This is an optimization exercise on Yosys and OpenROAD, whose aim is small area, a short achievable clock period and few clock cycles per item, not a production implementation. Only simulation tests tie the RTL to the original design; equivalence was not proved.

--- design/flow/standard.sh ---
#!/bin/bash
# synth_recipe.tcl (not shown) runs the flow's synth.tcl, then flattens the netlist and writes it again
# the make line also repeats each setting of config.mk as NAME=value (left out here)
make -C /OpenROAD-flow-scripts/flow DESIGN_CONFIG=/design/flow/config.mk WORK_HOME=/design/flow/orfs CLKGATE_MAP_FILE= SYNTH_SCRIPT=/design/flow/synth_recipe.tcl "${@:-finish}"
--- design/flow/design.v ---
module fpdiv (
    input  wire        clk,
    input  wire        rst,           
    input  wire        in_valid,
    output wire        in_ready,
    input  wire [31:0] in_a,          
    input  wire [31:0] in_b,          
    output reg         out_valid,
    output reg  [31:0] out_result
);
    localparam integer NS = 13;       
    reg        rdy_q;                 
    reg        busy_o;                
    reg        v0;
    reg        s0;                    
    reg  [7:0] ea0, eb0;
    reg [23:0] ma0, mb0;              
    reg        az0, bz0;              
    reg signed [5:0] c0;              
    assign in_ready = ~busy_o;
    wire in_az = (in_a[30:0] == 31'd0);
    wire in_bz = (in_b[30:0] == 31'd0);
    wire in_ha = (in_a[30:23] != 8'd0);
    wire in_hb = (in_b[30:23] != 8'd0);
    wire need_a = ~ma0[23] & ~az0;
    wire need_b = ~mb0[23] & ~bz0;
    always @(posedge clk) begin
        if (rdy_q) begin
            s0  <= in_a[31] ^ in_b[31];
            ea0 <= in_a[30:23];
            eb0 <= in_b[30:23];
            ma0 <= {in_ha, in_a[22:0]};
            mb0 <= {in_hb, in_b[22:0]};
            az0 <= in_az;
            bz0 <= in_bz;
            c0  <= 6'sd0;
        end else begin
            if (need_a) ma0 <= {ma0[22:0], 1'b0};
            if (need_b) mb0 <= {mb0[22:0], 1'b0};
            c0 <= c0 + (need_b ? 6'sd1 : 6'sd0) - (need_a ? 6'sd1 : 6'sd0);
        end
    end
    wire rdy_n = rdy_q ? (~in_valid | (in_ha | in_az) & (in_hb | in_bz))
                       : (~(need_a & ~ma0[22]) & ~(need_b & ~mb0[22]));
    always @(posedge clk) begin
        if (rst) begin
            rdy_q  <= 1'b1;
            busy_o <= 1'b0;
            v0    <= 1'b0;
        end else begin
            rdy_q  <= rdy_n;
            busy_o <= ~rdy_n;
            if (rdy_q) v0 <= in_valid;
        end
    end
    wire v0_go = v0 & rdy_q;
    wire a_nan = (ea0 == 8'hFF) & (ma0[22:0] != 23'd0);
    wire b_nan = (eb0 == 8'hFF) & (mb0[22:0] != 23'd0);
    wire a_inf = (ea0 == 8'hFF) & (ma0[22:0] == 23'd0);
    wire b_inf = (eb0 == 8'hFF) & (mb0[22:0] == 23'd0);
    reg [1:0] spc1;
    always @(*) begin
        if (a_nan | b_nan | (a_inf & b_inf) | (az0 & bz0)) spc1 = 2'd3;
        else if (a_inf | bz0)                               spc1 = 2'd2;
        else if (b_inf | az0)                               spc1 = 2'd1;
        else                                                spc1 = 2'd0;
    end
    wire        a_lt_b = (ma0 < mb0);
    wire [27:0] w0 = a_lt_b ? {2'b00, ma0, 2'b00} : {3'b000, ma0, 1'b0};
    wire signed [9:0] xa = (ea0 == 8'd0) ? 10'sd1 : $signed({2'b00, ea0});
    wire signed [9:0] xb = (eb0 == 8'd0) ? 10'sd1 : $signed({2'b00, eb0});
    wire signed [9:0] e_hi = xa - xb + {{4{c0[5]}}, c0} + 10'sd127;
    localparam signed [8:0] E_INF  = 9'sd255;
    localparam signed [8:0] E_ZERO = -9'sd24;
    localparam signed [8:0] E_NAN  = 9'h100;
    reg               v1, s1, lt1;
    reg  [1:0]        spc_1;
    reg signed [9:0]  eh1;
    wire signed [9:0] e2v   = eh1 - {9'd0, lt1};
    reg signed [8:0]  ex2;
    always @(*) begin
        case (spc_1)
            2'd3:    ex2 = E_NAN;
            2'd2:    ex2 = E_INF;
            2'd1:    ex2 = E_ZERO;
            default: begin
                if (e2v > 10'sd254)       ex2 = E_INF;
                else if (e2v < -10'sd23)  ex2 = E_ZERO;
                else                      ex2 = e2v[8:0];
            end
        endcase
    end
    localparam integer NP = NS + 2;
    reg [NP-1:0]      v_p;
    reg [NP-1:0]      s_p;
    reg [9*NP-1:0]    e_p;
    reg [23*NP-1:0]   b_p;
    reg [28*NP-1:0]   w_p;            
    reg [39*NP-1:0]   qd_p;           
    wire [28*NP-1:0] w_n;
    wire [3*NP-1:0]  qd_n;
    genvar g;
    generate
        for (g = 1; g <= NS; g = g + 1) begin : st
            wire [22:0] bf  = b_p[23*g +: 23];
            wire [25:0] b1  = {2'b01, bf, 1'b0};
            wire [25:0] b2  = {1'b1, bf, 2'b00};
            wire [27:0] w   = w_p[28*g +: 28];
            wire signed [5:0] est = w[27:22];
            reg  signed [5:0] m2, m1;
            always @(*) begin
                case (bf[22:20])
                    3'd0: begin m2 = 6'sd6;  m1 = 6'sd2; end
                    3'd1: begin m2 = 6'sd7;  m1 = 6'sd3; end
                    3'd2: begin m2 = 6'sd8;  m1 = 6'sd3; end
                    3'd3: begin m2 = 6'sd9;  m1 = 6'sd3; end
                    3'd4: begin m2 = 6'sd10; m1 = 6'sd4; end
                    3'd5: begin m2 = 6'sd10; m1 = 6'sd4; end
                    3'd6: begin m2 = 6'sd11; m1 = 6'sd4; end
                    default: begin m2 = 6'sd12; m1 = 6'sd5; end
                endcase
            end
            wire        p2  = (est >= m2);
            wire        p1  = (g == 1) ? ~p2 : (est >= m1) & ~p2;
            wire        n2  = (g == 1) ? 1'b0 : (est < -m2);
            wire        n1  = (g == 1) ? 1'b0 : (est < -m1) & ~n2;
            wire        one = p1 | n1;
            wire        two = p2 | n2;
            wire        pos = p1 | p2;
            wire [25:0] y   = ((({26{one}} & b1) | ({26{two}} & b2)) ^ {26{pos}});
            wire [25:0] t   = {w[25:1], pos} + y;
            assign w_n[28*g +: 28] = {t, 2'b00};
            assign qd_n[3*g +: 3]  = {n1 | n2, two, one};
        end
    endgenerate
    integer n;
    always @(posedge clk) begin
        if (rst) v_p <= {NP{1'b0}};
        else     v_p <= {v_p[NP-2:1], v0_go, 1'b0};
        s_p[1]         <= s0;
        spc_1          <= spc1;
        lt1            <= a_lt_b;
        eh1            <= e_hi;
        b_p[23 +: 23]  <= mb0[22:0];
        w_p[28 +: 28]  <= w0;
        qd_p[39 +: 39] <= 39'd0;
        e_p[18 +: 9]   <= ex2;
        for (n = 1; n <= NS; n = n + 1) begin
            s_p[n+1]              <= s_p[n];
            if (n >= 2) e_p[9*(n+1) +: 9] <= e_p[9*n +: 9];
            if (n < NS) b_p[23*(n+1) +: 23] <= b_p[23*n +: 23];
            w_p[28*(n+1) +: 28]   <= w_n[28*n +: 28];
            if (n < NS) qd_p[39*(n+1) +: 39] <= {qd_p[39*n +: 36], qd_n[3*n +: 3]};
        end
    end
    wire [35:0] ld  = qd_p[39*NS +: 36];
    reg  [23:0] lpos, lneg;
    integer j;
    always @(*) begin
        for (j = 0; j < 12; j = j + 1) begin
            lpos[2*j +: 2] = ld[3*j+2] ? 2'b00 : ld[3*j +: 2];
            lneg[2*j +: 2] = ld[3*j+2] ? ld[3*j +: 2] : 2'b00;
        end
    end
    wire [24:0] qa_n = {1'b0, lpos} - {1'b0, lneg};
    reg  [24:0] qa_f;                 
    reg  [2:0]  qd_f;                 
    always @(posedge clk) begin
        qa_f <= qa_n;
        qd_f <= qd_n[3*NS +: 3];
    end
    wire [27:0] fw  = w_p[28*(NS+1) +: 28];           
    wire        neg = fw[27];
    wire        z0  = (fw == 28'd0);
    wire signed [3:0] dl  = qd_f[2] ? -$signed({2'b00, qd_f[1:0]}) : $signed({2'b00, qd_f[1:0]});
    wire signed [3:0] tl  = dl - {3'b000, neg};
    wire [24:0]       qam = qa_f - 25'd1;
    wire [23:0]       qv  = {(tl[3] ? qam[21:0] : qa_f[21:0]), tl[1:0]};
    wire signed [8:0] ep  = e_p[9*(NS+1) +: 9];
    wire        subn_p = ep[8] | (ep[7:0] == 8'd0);
    reg         v_e, s_e, stk_e, nan_e, inf_e;
    reg  [7:0]  e8_e;
    reg  [4:0]  sh_e;
    reg  [23:0] q_e;
    always @(posedge clk) begin
        if (rst) v_e <= 1'b0;
        else     v_e <= v_p[NS+1];
        s_e    <= s_p[NS+1];
        nan_e  <= ep[8] & ~ep[7];
        inf_e  <= (ep == E_INF);
        e8_e   <= subn_p ? 8'd0 : ep[7:0];
        sh_e   <= subn_p ? 5'd1 - ep[4:0] : 5'd0;    
        q_e    <= qv;                                  
        stk_e  <= ~z0;
    end
    wire [24:0] x    = {1'b1, q_e};
    wire [49:0] xs   = {x, 25'd0} >> sh_e;
    wire [23:0] m    = xs[49:26];
    wire        gb   = xs[25];
    wire [24:0] lost = ~({25{1'b1}} << sh_e);
    wire        stk  = stk_e | ((x & lost) != 25'd0);
    wire        rnd  = gb & (stk | m[0]);
    wire [30:0] pk   = {e8_e, m[22:0]} + {30'd0, rnd};
    reg  [31:0] res;
    always @(*) begin
        if (nan_e)      res = 32'h7FC00000;
        else if (inf_e) res = {s_e, 8'hFF, 23'd0};
        else            res = {s_e, pk};
    end
    always @(posedge clk) begin
        if (rst) out_valid <= 1'b0;
        else     out_valid <= v_e;
        out_result <= res;
    end
endmodule
--- design/flow/constraint.sdc ---
create_clock -name core_clock -period 10.0 [get_ports {clk}]
set_input_delay 2.0000 -clock core_clock [delete_from_list [all_inputs] [get_ports {clk}]]
set_output_delay 2.0000 -clock core_clock [all_outputs]
set_load 0.01 [all_outputs]
--- design/flow/config.mk ---
export PLATFORM = sky130hd
export DESIGN_NAME = fpdiv
export DESIGN_NICKNAME = fpdiv
export VERILOG_FILES = /design/flow/design.v
export SDC_FILE = /design/flow/constraint.sdc
export NUM_CORES = 4
export LEC_CHECK = 0
export ABC_AREA = 1
export CAP_MARGIN = 20
export CORE_MARGIN = 2
export CORE_UTILIZATION = 55
export CTS_CLUSTER_DIAMETER = 120
export CTS_CLUSTER_SIZE = 27
export SLEW_MARGIN = 20
--- design/flow/flow/run.sh ---
#!/bin/bash
# The standard layout, with timing repair aimed at a setup margin of 6.7 ns
# and run on every violating endpoint. All output goes to standard_flow.log
# here; ORFS keeps each step's own log under orfs/logs.
set -euo pipefail
bash standard.sh SETUP_SLACK_MARGIN=6.7 TNS_END_PERCENT=100 finish > standard_flow.log 2>&1
==> summary.md, run 1 <==
The run finished with no timing, DRC or antenna violations. The run gives 0.3958 as the headroom to the max-slew limit. Of all cell types, the one taking the most synthesized area is dfxtp_1. 101 I/O pins were placed. For the antenna violation net count after detailed routing, the log shows 0. The total number of vias is 64.94k.

For the number of antenna violations at the first check in global routing, the log shows 13. The cell sitting at the root of the clock tree is a clkbuf_16. Between clock sinks in the finished design, the worst skew comes to 0.07199 ns.

After detailed routing, the average wire length per cell comes to 22.53 um. Sorting the synthesized cells by area gives the leading types as dfxtp_1 (35%), ha_1 (12%), nand2_1 (9.7%). The main flop type after synthesis was dfxtp_1.

The total length of routed wires is 244,600 um. The run gives 0.8062 as the share of the core filled with cells. The tools report the type of destination of the critical path as a register. Setup slack closes at 5.509 ns. The final setup violation count is 0.

The tools report the via count of the first global-routing pass as 57.88k. The tools report the sequential element share of the synthesized area as 0.3848. Combinational family with the most area after synthesis: simple AND/OR/NAND/NOR gates. The core region is 114,200 um^2.

The number of hold-slack violations in the final timing report is 0. The wire length of the first global-routing pass is 312,100 um. The portion of netlist area occupied by mux cells was 0.003703; the final count of pins violating max slew was 0.

Clock-pin slew reported for the worst setup and hold paths after clock tree synthesis: 0.12 ns. The worst setup path is launched from a register. The average instance in the mapped netlist occupies 7.702 um^2.

Setup repair after global routing could not meet its margin everywhere. Dividing the detail-routed via count by the number of cells gives 5.982. At the later pin of the worst-skew pair, clock insertion delay measures 0.77 ns. The fraction of layout instances using a drive strength above 1 is 0.3857.

In this run the horizontal extent of the chip is 342.9 um. The adder and majority cell fraction of the synthesized area was 0.1195; the total negative slack for setup checks was 0 ns. The final layout net count was 9,975; the HPWL reported at the end of detailed placement was 140,500 um. The total of hold buffers inserted after clock tree synthesis is 0, and the maximum fanout along the worst path is 8. The netlist uses 65 different library cells. The starting density of the core was 0.5533.

The xor and xnor area share after synthesis was 0.07943; the area fraction of the dominant cell type after synthesis was 0.3530. The number of cells on the worst reg-to-reg path is 26, and the overflow left after global routing is 0.

For this run, design rule violations remaining after detail routing come to 0. The worst setup path is of the register to register kind. The filler cells instantiated in the layout total 6,733. The share of the cycle needed by the critical path after routing was 0.4491. The floorplan step defined a die boundary enclosing 117,600 um^2. The congestion estimate from routability-driven global placement came to 0.9667. The count of flip-flops with a built-in enable after synthesis came out at 67. The total global routing track utilization is 0.3306, and the slew at the pin closest to its max-slew limit is 0.8986 ns. The iteration count of the initial detailed-routing pass is 9, and the area added between synthesis and finish is 45.70%. The clock passes through at most 3 buffers. After floorplanning, the core was divided into 124 placement rows. The clock tree synthesis step divided the H-tree into 2 levels. The data arrival at the endpoint of the critical path is 5.18 ns, and the worst setup slack after placement is 5.169 ns. Across the run, the number of max-cap violations was 0. The kind of path behind the tightest hold check is register to register. The post-synthesis simple-gate area fraction was 0.1946; the register bit total from synthesis was 1,181. The pin count of the biggest net entering global routing was 99.

Data on the critical path is required at its endpoint by 10.69 ns. TritonCTS built the clock tree. The fraction of the mapped netlist area in compound gates works out to 0.1346.

After the first detailed-routing iteration, the DRC count stood at 6,667. The shortest period the worst path allows is 4.491 ns, and the chip height is 342.9 um. The number of buffers created by CTS was 51; the synthesis warning total was 1. The worst hold path was traced through 0 stages. The worst hold slack came out at 0.2943 ns. The logs give 63,180 um^2 for the netlist area before placement and 0.2227 GHz for the highest attainable clock frequency. The count of buffers added on input and output ports is 100. CTS saw 1,181 sinks. Counting every instance in the synthesized netlist gives 8,204. The async set-or-reset flop fraction in the synthesized netlist was 0.
## cell usage in the layout (no fill, tap or decap), types with 159 or more instances in the layout
master and count:
nor2_1 397, xor2_1 325, ha_1 358, buf_4 707, xor2_2 162, nand2_2 305
buf_6 242, a21oi_1 179, inv_1 981, nand2_1 1161, ha_4 194, a21oi_2 217
inv_2 223, nor2_2 159, nand3_1 282, o21ai_0 181, dfxtp_1 1071
## layout make-up
class	count	area (um^2)	share of cell area
Antenna cell	16	40.04	0.0004349
Clock buffer	64	1335	0.01450
Clock inverter	10	176.4	0.001916
Inverter	1274	5191	0.05639
Multi-Input combinational cell	5672	48770	0.5298
Sequential cell	1181	24460	0.2657
Tap cell	1512	1892	0.02055
Timing Repair Buffer	1088	9741	0.1058
Timing Repair inverter	39	450.4	0.004893
## final timing paths
check / start / to / slack (ns)
worst max-delay path: b_p[160]$_DFF_P_ / w_p[221]$_DFF_P_ / 5.51
worst min-delay path: qd_p[442]$_DFF_P_ / qd_p[484]$_DFF_P_ / 0.29
worst min register to register: qd_p[442]$_DFF_P_ / qd_p[484]$_DFF_P_ / 0.29
worst max register to register: b_p[160]$_DFF_P_ / w_p[221]$_DFF_P_ / 5.51
## synth_stat cells, types with 112 or more instances
cell and n:
a21oi_1 487, a31oi_1 123, dfxtp_1 1114, ha_1 597, inv_1 1245, nand2_1 1633
nand3_1 336, nor2_1 656, nor3_1 112, o21ai_0 370, o22ai_1 229, xor2_1 496
## cell families (layout without fill, tap and decap cells)
family | after synthesis | after routing
simple gates | 2958 | 2962
compound gates | 1477 | 1477
buf+inv | 1390 | 2475
flops | 1181 | 1181
fa+ha+maj | 601 | 601
xor+xnor | 573 | 573
mux | 23 | 23
other cells | 1 | 52
## timing repair
item                                     CTS  global route
endpoints found under the setup margin   330           322
pin swaps                                842           786
setup buffers                            626           350
cloned                                    40             4
gates resized for setup                 2007          1489
## metal layers
layer  vias up  global-route usage  routed length, um
met5         -                   0                195
met4        14              0.1331              17930
met3      1378             0.04372              22930
li1      29046                   -                  -
met1     30609              0.4420              93690
met2      3889              0.5407             109900
## sequential cells by signal (all words and copies together), names as in the netlist, 2 cells and up
name / flops
ea0: 8
ld: 33
b_p: 299
mb0: 24
eb0: 8
s_p: 14
c0: 6
q_e: 24
e_p: 117
qd_f: 3
ma0: 24
spc_1: 2
e8_e: 8
qa_f: 22
w_p: 350
sh_e: 5
out_result: 32
v_p: 14
qd_p: 165
eh1: 10
## worst max-delay path, stage by stage, from the launching register on
cell     delay (ns)
dfxtp_4        0.41
inv_4          0.08
a21oi_4        0.04
nor2_4         0.12
inv_2          0.05
ha_4           0.15
xnor2_2        0.14
ha_1           0.28
nand2_1        0.06
nor2_2         0.11
o21ai_2        0.08
nand3_2        0.08
nand2_2        0.06
nand2_4        0.11
nand2_4        0.08
nand2_8        0.16
buf_4          0.14
buf_4          0.14
nand2_1        0.08
ha_1           0.40
nor3_4         0.43
nand2_1        0.31
nand2_4        0.27
nand4_1        0.29
nand2_1        0.18
nand2_1        0.08
nand2_1        0.10
## metrics by stage
stage / instances / area [um^2]
6_report: 10856 / 92060
3_3_place_gp: 9746 / 67360
4_1_cts: 10486 / 82480
5_1_grt: 10840 / 92020
2_1_floorplan: 8239 / 65260
3_5_place_dp: 9746 / 67360
Testbench counts, summed over its fixed seeds: cycles 8,136, items 8,000.
==> run 2: changes to the inputs <==
==> design/flow/flow/run.sh (replaced) <==
#!/bin/bash
# The standard layout with two changes to how synthesis maps the logic and
# with timing repair aimed at a setup margin of 6.7 ns:
#  - yosys's full-adder extraction (ADDER_MAP_FILE) is turned off, and
#  - abc maps with flow/abc_map.script instead of ORFS's abc script.
# The synthesis is otherwise the standard flow's own (synth_recipe.tcl): same passes,
# same flattening and renaming, so the registers are the standard ones.
# All output goes to standard_flow.log here; ORFS keeps each step's own log
# under orfs/logs.
set -euo pipefail
here=$(pwd)
cat > "$here/own_synth.tcl" <<TCL
proc abc {args} {
  set i [lsearch -exact \$args -script]
  if {\$i >= 0} { lset args [expr {\$i + 1}] $here/flow/abc_map.script }
  yosys abc {*}\$args
}
source $here/synth_recipe.tcl
TCL
bash standard.sh ADDER_MAP_FILE= SYNTH_SCRIPT="$here/own_synth.tcl" SETUP_SLACK_MARGIN=6.7 TNS_END_PERCENT=100 finish > standard_flow.log 2>&1
==> design/flow/flow/abc_map.script (new file) <==
strash
dch
map -a
topo
stime -c
buffer -c
--- a/design/flow/config.mk
+++ b/design/flow/config.mk
@@ -6,5 +6,4 @@
 export NUM_CORES = 4
 export LEC_CHECK = 0
-export ABC_AREA = 1
 export CAP_MARGIN = 20
 export CORE_MARGIN = 2
==> run 2 against run 1 <==
Compared with the run above: still clean; cell count shrank 11%; critical path depth grew 30; final area fell by 20%; routed wire length fell by 31%; global-route usage fell by 3.7 points; sequential cell count did not move; critical endpoint is now out_result[17]$_SDFF_PP0_; largest cell class unchanged.
==> summary.md, run 2 <==
For this run, the slowest stage of the critical path takes 0.39 ns. The final setup violation count is 0. For the pin with the worst max-slew slack, the measured transition is 1.056 ns.

The tools report the total global routing track utilization as 0.2935. The async set-or-reset flop fraction in the synthesized netlist came out at 0. Among all stages on the critical path, the largest delay is contributed by dfxtp_4.

0 antenna diodes ended up in the layout. The longest clock path from root to sink contains 3 buffers. The clock latency on the worst-skew pair was 0.68 ns. Clock tree synthesis inserted a total of 50 buffers. The worst setup slack after placement was 3.390 ns.

The clock tree synthesis step divided the H-tree into 2 levels. The sequential element share of the synthesized area is 0.4446. The fraction of layout instances using a drive strength above 1 was 0.2752; the total number of vias was 50.74k. The largest register by flop count is w_p.

After clock tree synthesis, the clock-pin slew on the worst setup and hold paths is 0.12 ns. Together, buffers and inverters on the worst path number 30. For the starting density of the core, the log shows 0.5556. The logs give 54,680 um^2 for the netlist area before placement and 47.48k for the via count of the first global-routing pass. Yosys mapped the design onto 58 distinct sky130hd cell types. For the synthesis warning total, the log shows 1. TritonCTS built the clock tree.

In the synthesized netlist the dominant register cell turns out to be dfxtp_1. Final layout net count: 8,379. After synthesis, the most frequently instantiated cells are inv_1 (1,412), nand2_1 (1,127), dfxtp_1 (1,114). Share of the cycle needed by the critical path after routing: 0.5717.

The flow ran to the end and the layout has no timing, DRC or antenna violations. Yosys instantiated no cell more often than inv_1. The final count of pins violating max slew is 0. In the layout the commonest cells are inv_1 (1,270), dfxtp_1 (1,042), nand2_1 (970). In this run the core area contains 115 standard-cell rows.

The tools report the number of antenna violations at the first check in global routing as 4. The total length of routed wires was 168,000 um; the maximum fanout along the worst path was 6. Buffers inserted to repair hold after CTS numbered 0.

Relative to the synthesized area, the layout overhead comes to 34.62%. The path class of the tightest hold or removal check is register to register. The via-per-instance ratio was 5.279. The core region is 98,420 um^2.

The most numerous cell type found on the critical path is buf_6. Chip height: 319.3 um. STA classifies the critical path endpoint as a register. Routability-driven placement finished with a final weighted congestion of 0.9107.

In the post-synthesis netlist, the biggest area contributors are dfxtp_1 (41%), inv_1 (9.7%), xor2_1 (7.9%). Data arrives at the worst endpoint at 6.34 ns.

Post-route DRC violation count: 0. Broken down by cell family, the worst path's largest delay share belongs to buffers and inverters. The count of buffers from port buffering works out to 100.

The largest total area in the synthesized netlist belongs to dfxtp_1. Global routing finished with a remaining overflow of 0. The largest registers in the layout are w_p x350, b_p x299, qd_p x165. The register with the most flip-flops in the layout has 350 of them. On the final layout, the worst clock skew is 0.02264 ns.

The count of flip-flops with a built-in enable after synthesis is 67. Dividing the detail-routed wire length by the instance count gives 17.48 um. The clock net in this run drives a total of 1,181 sinks.

The pre-antenna-repair detailed-routing pass consisted of 6 iterations. The tree is rooted in a clkbuf_16. For this block, the initial DRC count from the detailed router was 3,840. For this run, the top clock speed supported by timing is 0.1749 GHz. In this run the remaining antenna-violating nets after routing total 0. The run gives 7,184 as the post-synthesis cell count. Detailed placement finished with a half-perimeter wire length of 99,600 um.

For the number of primary I/O pins, the log shows 101. The setup slack of the critical path after layout was 4.283 ns; the register bit total from synthesis was 1,181. The critical path data required time is 10.62 ns.

The run gives 0 ns as the total negative slack for setup checks. Setup repair after global routing could not meet its margin everywhere. The worst setup path is of the register to register kind. The die covers 102,000 um^2. The first global-routing pass estimated 244,100 um of wire. Leaving out fill and tap cells, the most frequent cell in the layout is inv_1. The headroom to the max-slew limit was 0.2940. The number of maximum-capacitance constraint violations was 0.

The number of hold-slack violations in the final timing report was 0. The kind of launch point of the worst setup path was a register. The area fraction of the dominant cell type after synthesis is 0.4078.

Entering global routing, the biggest net connects 109 pins. The layout filler cell count is 7,113, and the mean instance size in the synthesized netlist is 7.612 um^2.

Measured along the x axis, the die boundary spans 319.3 um. Subtracting the final worst setup slack from the clock period gives 5.717 ns.
[run 2: cell types whose count changed after synthesis, sizes merged, moves of 47 or more]
cell,change
ha,-597
nand2,-514
nor2,+355
nand3,-252
inv,+148
a21oi,-71
xnor2,+68
a31oi,-65
nand4,-49
o22ai,+49
o21a,-47
[run 2: path summary, 6_finish.rpt]
| kind | cells after the start | slack, ns | from | endpoint |
|---|---|---|---|---|
| worst max-delay path | 56 | 4.28 | sh_e[0]$_SDFF_PN0_ | out_result[17]$_SDFF_PP0_ |
| worst min-delay path | 0 | 0.32 | qd_p[199]$_DFF_P_ | qd_p[241]$_DFF_P_ |
| worst max register to register | 56 | 4.28 | sh_e[0]$_SDFF_PN0_ | out_result[17]$_SDFF_PP0_ |
| worst min register to register | 0 | 0.32 | qd_p[199]$_DFF_P_ | qd_p[241]$_DFF_P_ |
[run 2: kinds of logic after synthesis]
family | count (synthesis) | share of synthesized area
AND/OR/NAND/NOR | 2464 | 0.1796
flip-flops | 1181 | 0.4446
multiplexers | 5 | 0.0009153
buffers and inverters | 1544 | 0.1279
adder cells (fa/ha/maj) | 5 | 0.0009153
XOR/XNOR | 637 | 0.1020
AO/OA/AOI/OAI | 1348 | 0.1441
[run 2: layer usage]
metal  vias to the layer above  wire [um]  global-route usage
met5                         -          0                   0
met4                         0       6138             0.08889
met3                       410       7551             0.03016
met2                      1465      83360              0.5196
met1                     23904      70970              0.3758
li1                      24959          -                   -
[run 2: layout make-up]
type | count | area (um^2) | area share
Inverter | 1423 | 5749 | 0.07810
Clock buffer | 61 | 1344 | 0.01825
Multi-Input combinational cell | 4463 | 29050 | 0.3947
Timing Repair Buffer | 1163 | 11100 | 0.1508
Clock inverter | 3 | 41.29 | 0.0005609
Sequential cell | 1181 | 24510 | 0.3330
Timing Repair inverter | 30 | 202.7 | 0.002753
Tap cell | 1287 | 1610 | 0.02187
[run 2: per-stage QoR]
stage	instance area [um^2]	hold slack (ns)	instances	utilization
after floorplan	55790	0.3096	7184	-
after global placement	56880	0.3101	8467	0.5779
after detailed placement	56880	0.3121	8467	0.5780
after CTS	68460	0.3209	9362	0.6956
after global routing	73620	0.3231	9611	0.7480
final	73620	0.3179	9611	0.7480
[run 2: timing repair]
action | in CTS | in global routing
cloned | 44 | 3
setup buffers | 787 | 246
pin swaps | 459 | 478
endpoints found under the setup margin | 348 | 323
gates resized for setup | 1075 | 806
==> run 3: changes to the inputs <==
==> design/flow/flow/abc_map.script (replaced) <==
strash
dch
map -B 0.9
topo
stime -c
buffer -c
dnsize -c
==> run 3 against run 2 <==
Compared with the run above: setup slack better by 2.4 ns; final area is 3.5% lower; first-iteration DRC count rose by 54%; synthesized area rose by 18%; critical path type is now input port to register; die area rose by 17%; routed wire length increased by 20%; still clean on timing, DRC and antenna; core utilization down 14 points; maximum frequency up 73%; clock skew is 0.0080 ns higher; cell count rose by 26%; highest routed layer unchanged.
==> summary.md, run 3 <==
The fraction of layout instances using a drive strength above 1 was 0.05744; the highest attainable clock frequency was 0.3032 GHz. In the layout the commonest cells are nand2_1 (4,173), inv_1 (1,342), dfxtp_1 (1,055). The adder and majority cell fraction of the synthesized area was 0.0001555. The wire length of the first global-routing pass was 305,600 um.

TritonCTS built the clock tree. The detailed router finished its first iteration with 5,898 violations. For the finished layout, the period the worst path requires is 3.298 ns.

The run gives 0.5539 as the starting density of the core. The kind of launch point of the worst setup path is an input port.

In this run, synthesis inferred 67 flip-flops with an integrated enable. For the overflow left after global routing, the log shows 0. Compared with the post-synthesis result, the final layout area differs by 10.35%. The worst setup path is of the input port to register kind. The async set-or-reset flop fraction in the synthesized netlist came out at 0.

CTS built an H-tree with a depth of 2. Die outline area: 119,800 um^2. The longest clock path from root to sink contains 3 buffers.

Synthesis inferred 1,181 register bits. The filler cells instantiated in the layout total 11.28k. The post-synthesis simple-gate area fraction works out to 0.4225. Cell taking the most area after synthesis: dfxtp_1. The total length of routed wires came out at 201,300 um.

The portion of netlist area occupied by mux cells is 0.0004665, and the number of flip-flops under the largest register name is 350. By area, the combinational part of the netlist is dominated by simple AND/OR/NAND/NOR gates. In this run the remaining antenna-violating nets after routing total 0. The total global routing track utilization was 0.3130; the clock-pin slew reported for the worst setup and hold paths after clock tree synthesis was 0.11 ns. Main flop type after synthesis: dfxtp_1.

The HPWL reported at the end of detailed placement came out at 155,900 um. The die is 346.1 um wide. Slew at the pin closest to its max-slew limit: 0.8522 ns. The largest registers in the layout are w_p x350, b_p x299, qd_p x165. The clock latency on the worst-skew pair is 0.72 ns, and the pin count of the biggest net entering global routing is 98.

Final routed wire length divided by cell count: 16.59 um. The total number of vias is 65.49k, and the netlist area before placement is 64,370 um^2. Across all setup checks in the final design, the least slack found is 6.702 ns. Across all hold checks on the routed design, the worst slack comes to 0.3170 ns. The type of destination of the critical path was a register. The final count of pins violating max slew came out at 0.

Counting instances in the post-synthesis netlist gives the leading cell types as nand2_1 (4,257), inv_1 (1,351), dfxtp_1 (1,114).

Xor and xnor area share after synthesis: 0.03660. In the synthesized netlist, the number of instances is 10.51k. The site row count is 125.

The share of the cycle needed by the critical path after routing is 0.3298, and the number of maximum-capacitance constraint violations is 0. The synthesis warning total came out at 1. Number of buffers created by CTS: 51. Setup repair after global routing could not meet its margin everywhere.

The number of distinct library cells after synthesis came out at 48. Via-per-instance ratio: 5.396. Once layout is done, the placed cells without fillers occupy 71,030 um^2. Maximum fanout along the worst path: 2.

The area fraction of the dominant cell type after synthesis was 0.3465. Clock skew on the completed layout was measured at 0.03068 ns. The flow ran to the end and the layout has no timing, DRC or antenna violations. Before antenna repair, the detailed router went through 8 iterations. The die is 346.1 um tall. For the post-route DRC violation count, the log shows 0.

The tools report the final weighted congestion of routability-driven global placement as 0.9815. After detailed placement, the total cell area comes to 66,820 um^2. The most common library cell in the layout ignoring fill and taps is nand2_1.

Yosys attributes the largest share of cell area to dfxtp_1 (35%), nand2_1 (25%), nand3_1 (8.1%). For the headroom to the max-slew limit, the log shows 0.4301. Number of hold-slack violations in the final timing report: 0. The sequential element share of the synthesized area came out at 0.3777. The tightest min-delay check is of the register to register type.

A synthesized cell averages 6.124 um^2. The final layout net count was 10.66k. After routing, the total negative slack on setup checks comes to 0 ns.

The logs give 58.88k for the via count of the first global-routing pass and 101 for the number of primary I/O pins. Input and output buffers added on the ports amount to 100. More flip-flops sit in one register than any other, and that register is w_p. At the worst endpoint, the required time is 10.62 ns. CTS saw 1,181 sinks. The fraction of the mapped netlist area in compound gates is 0.07186, and the data arrival at the endpoint of the critical path is 3.92 ns.

The number of antenna violations at the first check in global routing is 5. Setup violations remaining at the end of the flow were counted as 0. Prior to clock tree synthesis, the placed netlist has a worst setup slack of 5.843 ns. nand2_1 is the most common cell in the netlist.

The core box area is 116,200 um^2. The tree is rooted in a clkbuf_16.
==> run 3: area by class of cell <==
type | instances | area (um^2) | area share
Multi-Input combinational cell | 7800 | 35990 | 0.5066
Sequential cell | 1181 | 24460 | 0.3444
Inverter | 1365 | 5185 | 0.07299
Timing Repair Buffer | 188 | 2021 | 0.02845
Tap cell | 1524 | 1907 | 0.02684
Clock buffer | 57 | 1299 | 0.01828
Clock inverter | 8 | 121.4 | 0.001709
Timing Repair inverter | 4 | 27.53 | 0.0003875
Antenna cell | 10 | 25.02 | 0.0003523
==> run 3: cells by family (layout without fill, tap and decap cells) <==
| family | Yosys count | in the layout |
|---|---|---|
| compound gates | 857 | 857 |
| xor+xnor | 269 | 269 |
| fa+ha+maj | 1 | 1 |
| buf+inv | 1549 | 1622 |
| flops | 1181 | 1181 |
| mux | 3 | 3 |
| other cells | 0 | 10 |
| simple gates | 6651 | 6670 |
==> run 3: timing repair <==
item                                    in CTS  in global routing
pin swaps                                    5                 44
resized for setup                          246                459
setup buffers                               14                 36
cloned                                       6                 25
hold buffers                                 0                  0
endpoints found under the hold margin        0                  0
endpoints found under the setup margin     335                287
==> run 3: metrics by stage <==
step | utilization | instances
detailed placement | 0.5750 | 11980
floorplan | - | 10511
finish | 0.6113 | 12137
global route | 0.6112 | 12131
CTS | 0.5922 | 12065
global placement | 0.5750 | 11980
==> run 3: per-layer routing <==
layer  vias up  routed length, um  global-route usage
met5         -                  0                   0
met4         0               8845              0.1297
met3       468              12290             0.02949
met2      2313              93900              0.5342
met1     29558              86280              0.4054
li1      33148                  -                   -
==> run 3: final timing paths <==
path / from / end / slack [ns] / cells past startpoint
worst max-delay path: in_a[14] / busy_o$_SDFF_PP0_ / 6.70 / 9
worst max register to register: b_p[275]$_DFF_P_ / w_p[353]$_DFF_P_ / 6.80 / 18
worst min-delay path: qd_p[490]$_DFF_P_ / ld[25]$_DFF_P_ / 0.32 / 0
worst min register to register: qd_p[490]$_DFF_P_ / ld[25]$_DFF_P_ / 0.32 / 0
==> run 3: critical path: stages <==
cell and delay, ns:
clkdlybuf4s50_1 0.43, nor4_1 0.34, nand4_1 0.32, nor3_2 0.32, o22ai_1 0.11, nand3_1 0.12
o311ai_2 0.12, nand2_1 0.12, inv_1 0.04

==> re-timing with driven ports <==
How much do the figures lean on ideal ports? The routed layouts below were timed once more, with nothing changed but the port constraints.
Step 1 (the two cells are an assumption about what drives the block):
set clk [get_ports {clk}]
set_driving_cell -lib_cell sky130_fd_sc_hd__clkbuf_16 $clk
set_driving_cell -lib_cell sky130_fd_sc_hd__buf_2 [delete_from_list [all_inputs] $clk]
Step 2 also shifts input and output timing later by t, the mid clock arrival at the registers, as if the neighbouring blocks saw the same clock.
Slacks: no drivers / after step 1 / after step 2; pairs: no drivers / after step 1.
run | t (ns) | setup slack, ns | worst setup path at the end | clock arrival spread, ns
run 1 | 0.804 | 5.509 / 5.509 / 5.509 | register to register | 0.073 / 0.072
run 2 | 0.755 | 4.283 / 4.283 / 4.283 | register to register | 0.036 / 0.036
run 3 | 0.774 | 6.702 / 6.667 / 5.978 | input to register | 0.036 / 0.037
After both steps every run listed still meets setup and hold. The setup slack of run 3, which loses most, moves by -0.035 ns with the drivers and by -0.724 ns with both steps.
